Context: an optimization exercise on an open-source flow, tuned for small area, a short achievable clock period and few clock cycles. The choices shown serve that exercise and are no tape-out recipe.
RTL that was checked went through simulation tests only; none was proved equivalent to the original.

==> 01-16: inputs <==
// bbt_keygen
module bbt_keygen (
    input  wire         clk,
    input  wire         rst,
    input  wire         cmd_valid,
    output wire         cmd_ready,
    input  wire [2:0]   cmd_op,
    input  wire [31:0]  cmd_arg,
    output reg          done,
    output reg          err,
    output wire [31:0]  result,
    output wire [127:0] fkey,
    output wire [7:0]   name_addr,
    input  wire [7:0]   name_data,
    output wire [9:0]   mt_raddr,
    input  wire [31:0]  mt_rdata,
    output wire         mt_we,
    output wire [9:0]   mt_waddr,
    output wire [31:0]  mt_wdata
);
==> flow/config.mk <==
export PLATFORM = sky130hd
export DESIGN_NAME = bbt_keygen
export DESIGN_NICKNAME = bbt_keygen
export VERILOG_FILES = /design/flow/design.v
export SDC_FILE = /design/flow/constraint.sdc
export NUM_CORES = 4
export LEC_CHECK = 0
export ABC_CLOCK_PERIOD_IN_PS = 3500
export CAP_MARGIN = 20
export CORE_MARGIN = 2
export CORE_UTILIZATION = 40
export SLEW_MARGIN = 20
export SETUP_SLACK_MARGIN = 6
==> flow/constraint.sdc <==
create_clock -name core_clock -period 10.0 [get_ports {clk}]
set_input_delay 2.0000 -clock core_clock [delete_from_list [all_inputs] [get_ports {clk}]]
set_output_delay 2.0000 -clock core_clock [all_outputs]
set_load 0.01 [all_outputs]
standard.sh (not shown) runs the stock make flow with config.mk's settings and CLKGATE_MAP_FILE= SYNTH_SCRIPT=/design/flow/synth_recipe.tcl, a recipe that flattens the netlist after the stock synthesis.
==> flow/flow/run.sh <==
#!/bin/bash
set -euo pipefail
MARGIN=${SETUP_MARGIN_NS:-6}
echo "export SETUP_SLACK_MARGIN = $MARGIN" >> config.mk
bash standard.sh > standard.log 2>&1
==> inputs of 03-25, as changes to 01-16 <==
--- a/flow/design.v
+++ b/flow/design.v
@@ -46,14 +46,12 @@
     reg [8:0]   rem;         
     reg [7:0]   na;
     reg [1:0]   pp;          
     reg         in_v, in_sep, in_dot;
     reg [7:0]   in_c, in_m;  
     reg         dot_seen;
-    reg         h_fin;       
-    reg         a_q, a_r, a_i;   
     reg [9:0]   ra_d;        
     reg [9:0]   ra_e;        
     reg         f_fast;      
     reg         f_amode;     
     function [31:0] temper(input [31:0] y0);
         reg [31:0] y;
@@ -94,18 +92,22 @@
     wire adv_ok   = (state == S_IDLE) || (state == S_GO) || (state == S_FKD);
     wire slowload = adv_ok && !f_fast;    
     wire        use_a = (state == S_ADV) || (state != S_SLC && f_amode);
     wire [31:0] tx    = use_a ? sd : mt_rdata;
     wire [31:0] tp    = use_a ? mt_rdata : sd;
     wire [31:0] ty    = {b31, tp[30:0]};
-    wire        tw_en = !(state == S_ADV && cq != 10'd396) && !slowload;
+    wire        tw_en = !(state == S_ADV && kp != 10'd398) && !slowload;
     wire [31:0] Qn    = tx ^ (tw_en ? ((ty >> 1) ^ (ty[0] ? 32'h9908B0DF : 32'h0)) : 32'h0);
     wire [31:0] tq = temper(Q);
+    wire h_fin = (state == S_HASH) && !hfirst && !in_v && (rem == 9'd0);
+    wire ld_q = (state == S_LOAD && !op_fk) || (state == S_SLX);
+    wire ld_r = (state == S_LOAD && op_fk);
     wire ld_f = h_fin && dot_seen;
-    wire [31:0] a_row = ({22'd0, kp} & {32{tm}}) | (Q & {32{a_q}}) | (R & {32{a_r}}) |
-                        (fk[127:96] & {32{ld_f}}) | (HASH_INIT & {32{a_i}});
+    wire ld_i = (state == S_HASH) && (hfirst || (in_v && in_sep));
+    wire [31:0] a_row = ({22'd0, kp} & {32{tm}}) | (Q & {32{ld_q}}) | (R & {32{ld_r}}) |
+                        (fk[127:96] & {32{ld_f}}) | (HASH_INIT & {32{ld_i}});
     wire [31:0] sd_y  = sd ^ {30'd0, sd[31:30]};
     wire [31:0] sd_yg = sd_y & {32{tm}};
     wire [31:0] sd_nq = ~sd_y & {32{tm}};
 wire tt_s1 = (sd_yg[26] | (R[26] & in_m[0])) ^ (sd_yg[24] | (R[25] & in_m[1])) ^ (sd_nq[21] | (R[24] & in_m[2]));
 wire tt_c2 = ((sd_yg[26] | (R[26] & in_m[0])) & (sd_yg[24] | (R[25] & in_m[1]))) | ((sd_yg[26] | (R[26] & in_m[0])) & (sd_nq[21] | (R[24] & in_m[2]))) | ((sd_yg[24] | (R[25] & in_m[1])) & (sd_nq[21] | (R[24] & in_m[2])));
 wire tt_s3 = (sd_yg[27] | (R[27] & in_m[0])) ^ (sd_yg[25] | (R[26] & in_m[1])) ^ (sd_nq[22] | (R[25] & in_m[2]));
@@ -545,13 +547,12 @@
                 rdy   <= 1'b1;
             end else begin
                 Q     <= Qn;
                 kp    <= d + 10'd2;
                 ra_d  <= d_x;
                 tm    <= 1'b0;
-                a_q   <= 1'b1;
                 state <= S_SLX;
             end
         end
     endtask
     always @(posedge clk) fk[95:0] <= fk[127:32];
     wire hash_byte = !rst && (state == S_HASH) && !(hfirst && argbad) && nd_use;
@@ -566,34 +567,25 @@
             done   <= 1'b0;
             err    <= 1'b0;
             qw     <= 1'b0;
             rdy    <= 1'b0;
             na     <= 8'd0;
             tm     <= 1'b1;
-            h_fin  <= 1'b0;
-            a_q    <= 1'b0;
-            a_r    <= 1'b0;
-            a_i    <= 1'b0;
         end else begin
             done <= 1'b0;
             qw   <= 1'b0;
-            a_q  <= 1'b0;
-            a_r  <= 1'b0;
-            a_i  <= 1'b0;
-            h_fin <= (state == S_HASH) && (rem == 9'd0) && !h_fin && !(hfirst && argbad);
             case (state)
             S_IDLE: begin
                 rdy <= ~rdy;
                 fk[127:96] <= bswap(tq);     
                 if (cmd_valid) begin
                     case (cmd_op)
                     3'd0: begin
                         Q      <= cmd_arg;
                         op_fk  <= 1'b0;
                         tm     <= 1'b0;
-                        a_q    <= 1'b1;
                         state  <= S_LOAD;
                     end
                     3'd1: begin
                         done <= 1'b1;
                         rsel <= 1'b1;
                         if (!seeded) begin
@@ -609,13 +601,12 @@
                         rem      <= cmd_arg[8:0];
                         op_raw   <= (cmd_op == 3'd3);
                         op_fk    <= (cmd_op == 3'd4);
                         rsel     <= 1'b0;
                         hfirst   <= 1'b1;
                         tm       <= 1'b0;
-                        a_i      <= 1'b1;
                         dot_seen <= 1'b0;
                         pp       <= 2'd0;
                         in_v     <= 1'b0;
                         na       <= 8'd1;
                         state    <= S_HASH;
                     end
@@ -629,13 +620,12 @@
             S_HASH: begin
                 hfirst <= 1'b0;
                 na     <= na + 8'd1;
                 in_v   <= (rem != 9'd0);
                 rem    <= rem - {8'd0, rem != 9'd0};
                 in_sep <= nd_sep;
-                a_i    <= (rem != 9'd0) && nd_sep;
                 in_dot <= nd_dot;
                 pp     <= nd_sep ? 2'd0 : pp + 2'd1;
                 if (hfirst) begin
                     R <= tree_out;                   
                     if (argbad) begin
                         done  <= 1'b1;
@@ -650,17 +640,16 @@
                     if (in_sep) begin
                         dot_seen <= 1'b0;
                     end else if (in_dot) begin
                         fk[127:96] <= R;
                         dot_seen   <= 1'b1;
                     end
-                end else if (h_fin) begin
+                end else if (rem == 9'd0) begin
                     if (dot_seen) R <= tree_out;     
                     na <= 8'd0;
                     if (op_fk) begin
-                        a_r   <= 1'b1;
                         state <= S_LOAD;
                     end else begin
                         done  <= 1'b1;
                         err   <= 1'b0;
                         rdy   <= 1'b0;
                         tm    <= 1'b1;
@@ -668,20 +657,20 @@
                     end
                 end
             end
             S_LOAD: begin
                 sd    <= tree_out;                   
                 b31   <= op_fk ? R[31] : Q[31];
-                cq    <= 10'h3FF;
                 kp    <= 10'd1;
+                cq    <= 10'h3FF;
                 tm    <= 1'b1;
                 state <= S_ADV;
             end
             S_ADV: begin
-                ra_d <= (cq == 10'd395) ? 10'd2 : 10'd1;
-                if (cq != 10'd396) begin
+                ra_d <= (kp == 10'd397) ? 10'd2 : 10'd1;
+                if (kp != 10'd398) begin
                     Q  <= sd;
                     cq <= cq + 10'd1;
                     qw <= 1'b1;
                     sd <= tree_out;
                     kp <= kp + 10'd1;
                 end else begin
==> summary.txt <==
metric	01-16	03-25
Starting DRC count in detailed routing	3099	2951
Result of the run	timing/DRC/antenna clean	timing/DRC/antenna clean
Non-clock buffer count	546	486
CP Capture Point	R[25]$_DFFE_PP_	sd[24]$_DFFE_PP_
Worst slew margin	30.46%	21.30%
Slew of the pin with the lowest slew margin	1042 ps	1181 ps
Mapped cell area	0.02477 mm2	0.02470 mm2
Fill cell instance count of the final layout	5492	5524
Synth Area in Compound Gates	14.23%	15.96%
Number of cells produced by synthesis	2605	2602
Worst setup slack after placement	3236 ps	1556 ps
Total clock buffers created by CTS	40	39
Synthesized-area fraction occupied by and/or/nand/nor cells	14.76%	13.65%
Post-CTS resize count	277	237
Post-CTS setup-driven buffer insertion count	151	103
Path length in cells of the critical path	21	25
Total clock sinks	325	321
Count of multi-input gates	1922	1895
Setup slack of the worst register-to-register path	4550 ps	3860 ps
Buffering overhead	16.23%	14.66%
Testbench counts of 01-16, summed over its fixed seeds: cycles 30,159.
No functional check of the RTL was part of 03-25.

-- separate check: timing with driven ports --
The flow's constraints put no driver on any port. The routed layouts listed below were extracted and timed again, unchanged, in two steps. Step 1, drivers: a clkbuf_16 drives clk and a buf_2 each remaining input, both assumed. Step 2 also shifts input and output timing later by t, the mid clock arrival at the registers, as if the neighbouring blocks saw the same clock. Slacks: no drivers / after step 1 / after step 2; pairs: no drivers / after step 1.
run	t (ns)	setup WS [ns]	clock arrival spread, ns	pins driven straight from the clock port
01-16	0.643	4.547 / 4.547 / 4.547	0.045 / 0.045	1
03-25	0.626	3.863 / 3.863 / 3.863	0.030 / 0.030	1
After both steps every run listed still meets setup and hold.
